What follows belongs to an exercise in optimizing a design on an open flow for small area and few clock cycles; a production flow would make more cautious choices.
Only simulation tests tie the RTL to the original design; equivalence was not proved.

Setup of before:
==> module frame_decoder, before the edit <==
module frame_decoder (
    input  wire        clk,
    input  wire        rst,
    input  wire        rx_valid,
    input  wire [7:0]  rx_data,
    output wire        rx_ready,
    output wire        pbuf_we,
    output wire [8:0]  pbuf_addr,
    output wire [7:0]  pbuf_wdata,
    output wire        frame_valid,
    output wire [7:0]  frame_msg,
    output wire [9:0]  frame_len,
    input  wire        frame_ack
);
    localparam [2:0] S_SOF0    = 3'd0,
                     S_SOF1    = 3'd1,
                     S_MSG     = 3'd2,
                     S_LENHI   = 3'd3,
                     S_LENLO   = 3'd4,
                     S_PAYLOAD = 3'd5,
                     S_CRCLO   = 3'd6;
    reg  [2:0]  state;
    reg  [15:0] dec_crc;
    reg  [7:0]  dec_msg;
    reg  [9:0]  dec_len;      
    reg  [9:0]  dec_idx;
    wire        held    = (state == S_SOF0) && (dec_crc == 16'd0);
    wire        rx_fire = rx_valid && rx_ready;
    wire [15:0] crc_next;
    wire        hi_big  = |rx_data[7:2];
    wire        len_over = (dec_len[9:8] == 2'b11) ||
                           (dec_len[9:8] == 2'b10 && rx_data != 8'd0);
    crc16_byte u_crc (.crc_in(dec_crc), .data(rx_data), .crc_out(crc_next));
    assign frame_valid = held;
    assign rx_ready    = !held || frame_ack;
    assign frame_msg   = dec_msg;
    assign frame_len   = dec_len;
    assign pbuf_we    = rx_valid && (state == S_PAYLOAD) && !dec_idx[9];
    assign pbuf_addr  = dec_idx[8:0];
    assign pbuf_wdata = rx_data;
    always @(posedge clk) begin
        if (rst) begin
            state   <= S_SOF0;
            dec_crc <= 16'hFFFF;
        end else begin
            if (state == S_SOF0 && rx_ready)
                dec_crc <= 16'hFFFF;
            if (state == S_PAYLOAD)
                dec_idx <= dec_idx + {9'd0, rx_valid};
            else
                dec_idx <= 10'd0;
            if (rx_fire) begin
                case (state)
                    S_SOF0: begin
                        if (rx_data == 8'hAA)
                            state <= S_SOF1;
                    end
                    S_SOF1: begin
                        if (rx_data == 8'h55)
                            state <= S_MSG;
                        else
                            state <= S_SOF0;
                    end
                    S_MSG: begin
                        dec_msg <= rx_data;
                        dec_crc <= crc_next;
                        state   <= S_LENHI;
                    end
                    S_LENHI: begin
                        dec_len[9:8] <= {rx_data[1] | hi_big, rx_data[0] | hi_big};
                        dec_crc <= crc_next;
                        state   <= S_LENLO;
                    end
                    S_LENLO: begin
                        dec_len[7:0] <= rx_data;
                        if (len_over) begin
                            dec_crc <= 16'hFFFF;
                            state   <= S_SOF0;
                        end else begin
                            dec_crc <= crc_next;
                            state   <= S_PAYLOAD;
                        end
                    end
                    S_PAYLOAD: begin
                        dec_crc <= crc_next;
                        if (dec_idx == dec_len)
                            state <= S_CRCLO;
                    end
                    default: begin       
                        dec_crc <= crc_next;
                        state   <= S_SOF0;
                    end
                endcase
            end
        end
    end
endmodule
export LEC_CHECK = 0
export CAP_MARGIN = 20
export CORE_MARGIN = 2
export CORE_UTILIZATION = 40
export SLEW_MARGIN = 20
create_clock -name core_clock -period 4.0 [get_ports {clk}]
standard.sh (not shown) runs the stock make flow with config.mk's settings and CLKGATE_MAP_FILE= SYNTH_SCRIPT=/design/flow/synth_recipe.tcl, a recipe that flattens the netlist after the stock synthesis.
==> flow/flow/run.sh <==
#!/bin/bash
# Own layout flow: the standard ORFS flow (standard.sh) with these changes
# to how the layout is made:
#  - synthesis is the standard flow's own script, but ABC maps the logic for area
#    (flow/synth.tcl, flow/abc_area.script);
#  - the port buffers are the smallest buffer cell (buf_1) instead of the
#    default pick;
#  - the buffers synthesis put on pass-through wires become buf_1 too;
#  - the clock tree is built from clkbuf_8 without dummy loads.
# make's full output goes to flow_make.log; ORFS keeps each step's log in
# orfs/logs/.
set -euo pipefail
here=$(cd "$(dirname "$0")" && pwd)
work=$(pwd)
export OWN_ABC_SCRIPT="$here/abc_area.script"
export FLOW_SYNTH_TCL="$work/synth_recipe.tcl"
export BUFFER_PORTS_ARGS="-buffer_cell sky130_fd_sc_hd__buf_1"
export PRE_GLOBAL_PLACE_TCL="$here/pre_place.tcl"
export CTS_ARGS="-sink_clustering_enable -repair_clock_nets -dont_use_dummy_load -buf_list sky130_fd_sc_hd__clkbuf_8"
# standard.sh with the synthesis script pointed at flow/synth.tcl
sed "s#SYNTH_SCRIPT=[^ ]*#SYNTH_SCRIPT=$here/synth.tcl#" standard.sh > own_standard.sh
grep -q "SYNTH_SCRIPT=$here/synth.tcl" own_standard.sh
bash own_standard.sh finish > flow_make.log 2>&1
Other scripts of this flow, unchanged in this note and not shown: flow/flow/abc_area.script, flow/flow/pre_place.tcl, flow/flow/synth.tcl
Testbench counts of before, summed over its fixed seeds: cycles 34,439.
Inputs modified between before and after:
diff --git a/flow/design.v b/flow/design.v
--- a/flow/design.v
+++ b/flow/design.v
@@ -48,11 +48,11 @@
     localparam [2:0] S_SOF0    = 3'd0,
                      S_SOF1    = 3'd1,
                      S_MSG     = 3'd2,
                      S_LENHI   = 3'd3,
-                     S_LENLO   = 3'd4,
-                     S_PAYLOAD = 3'd5,
-                     S_CRCLO   = 3'd6;
+                     S_LENLO   = 3'd5,
+                     S_PAYLOAD = 3'd6,
+                     S_CRCLO   = 3'd7;
     reg  [2:0]  state;
     reg  [15:0] dec_crc;
     reg  [7:0]  dec_msg;
     reg  [9:0]  dec_len;      
==> results.txt <==
Looking at slowest stage cell on the critical path, the sky130_fd_sc_hd__nor3_1 result is from before; the sky130_fd_sc_hd__clkinv_1 one comes from after.
Delta(sequential share of cell area, after - before) < 0
Relative to before, register-to-register slack has increased by 0.09 ns in after.
The capture point of the critical path comes out u_enc.len[9] in one run and u_enc.enc_crc[8] in the other, namely in before and after respectively.
In after relative to before, number of inserted filler cells in the final layout had gone up by a few percent.
[after vs before] met3 track demand over resource in global routing: higher in after
Measured against each other, before and after differ in worst setup slack, the higher figure coming from after.
Routed wire in after totals more than in before.
Testbench counts of after, summed over its fixed seeds: cycles 34,439.

==> static timing again, ports no longer ideal <==
The flow's constraints put no driver on any port. The routed layouts listed below were extracted and timed again, unchanged, in two steps.
Step 1 assumes that a clkbuf_16 drives the clock port and a buf_2 every other input.
Step 2, shift: input delay + t, output delay - t, t = (earliest + latest rising clock arrival at the registers) / 2. This alone moves slack from input paths to output paths.
Three values: ideal ports, drivers, drivers and shift; two values: the first two.
run	shift t [ns]	setup slack, ns	worst setup path after step 2	clock arrival spread, ns
before	0.387	0.698 / 0.698 / 0.698	register to register	0.029 / 0.029
after	0.389	0.792 / 0.792 / 0.792	register to register	0.023 / 0.023
After both steps setup and hold are still met in every run listed.
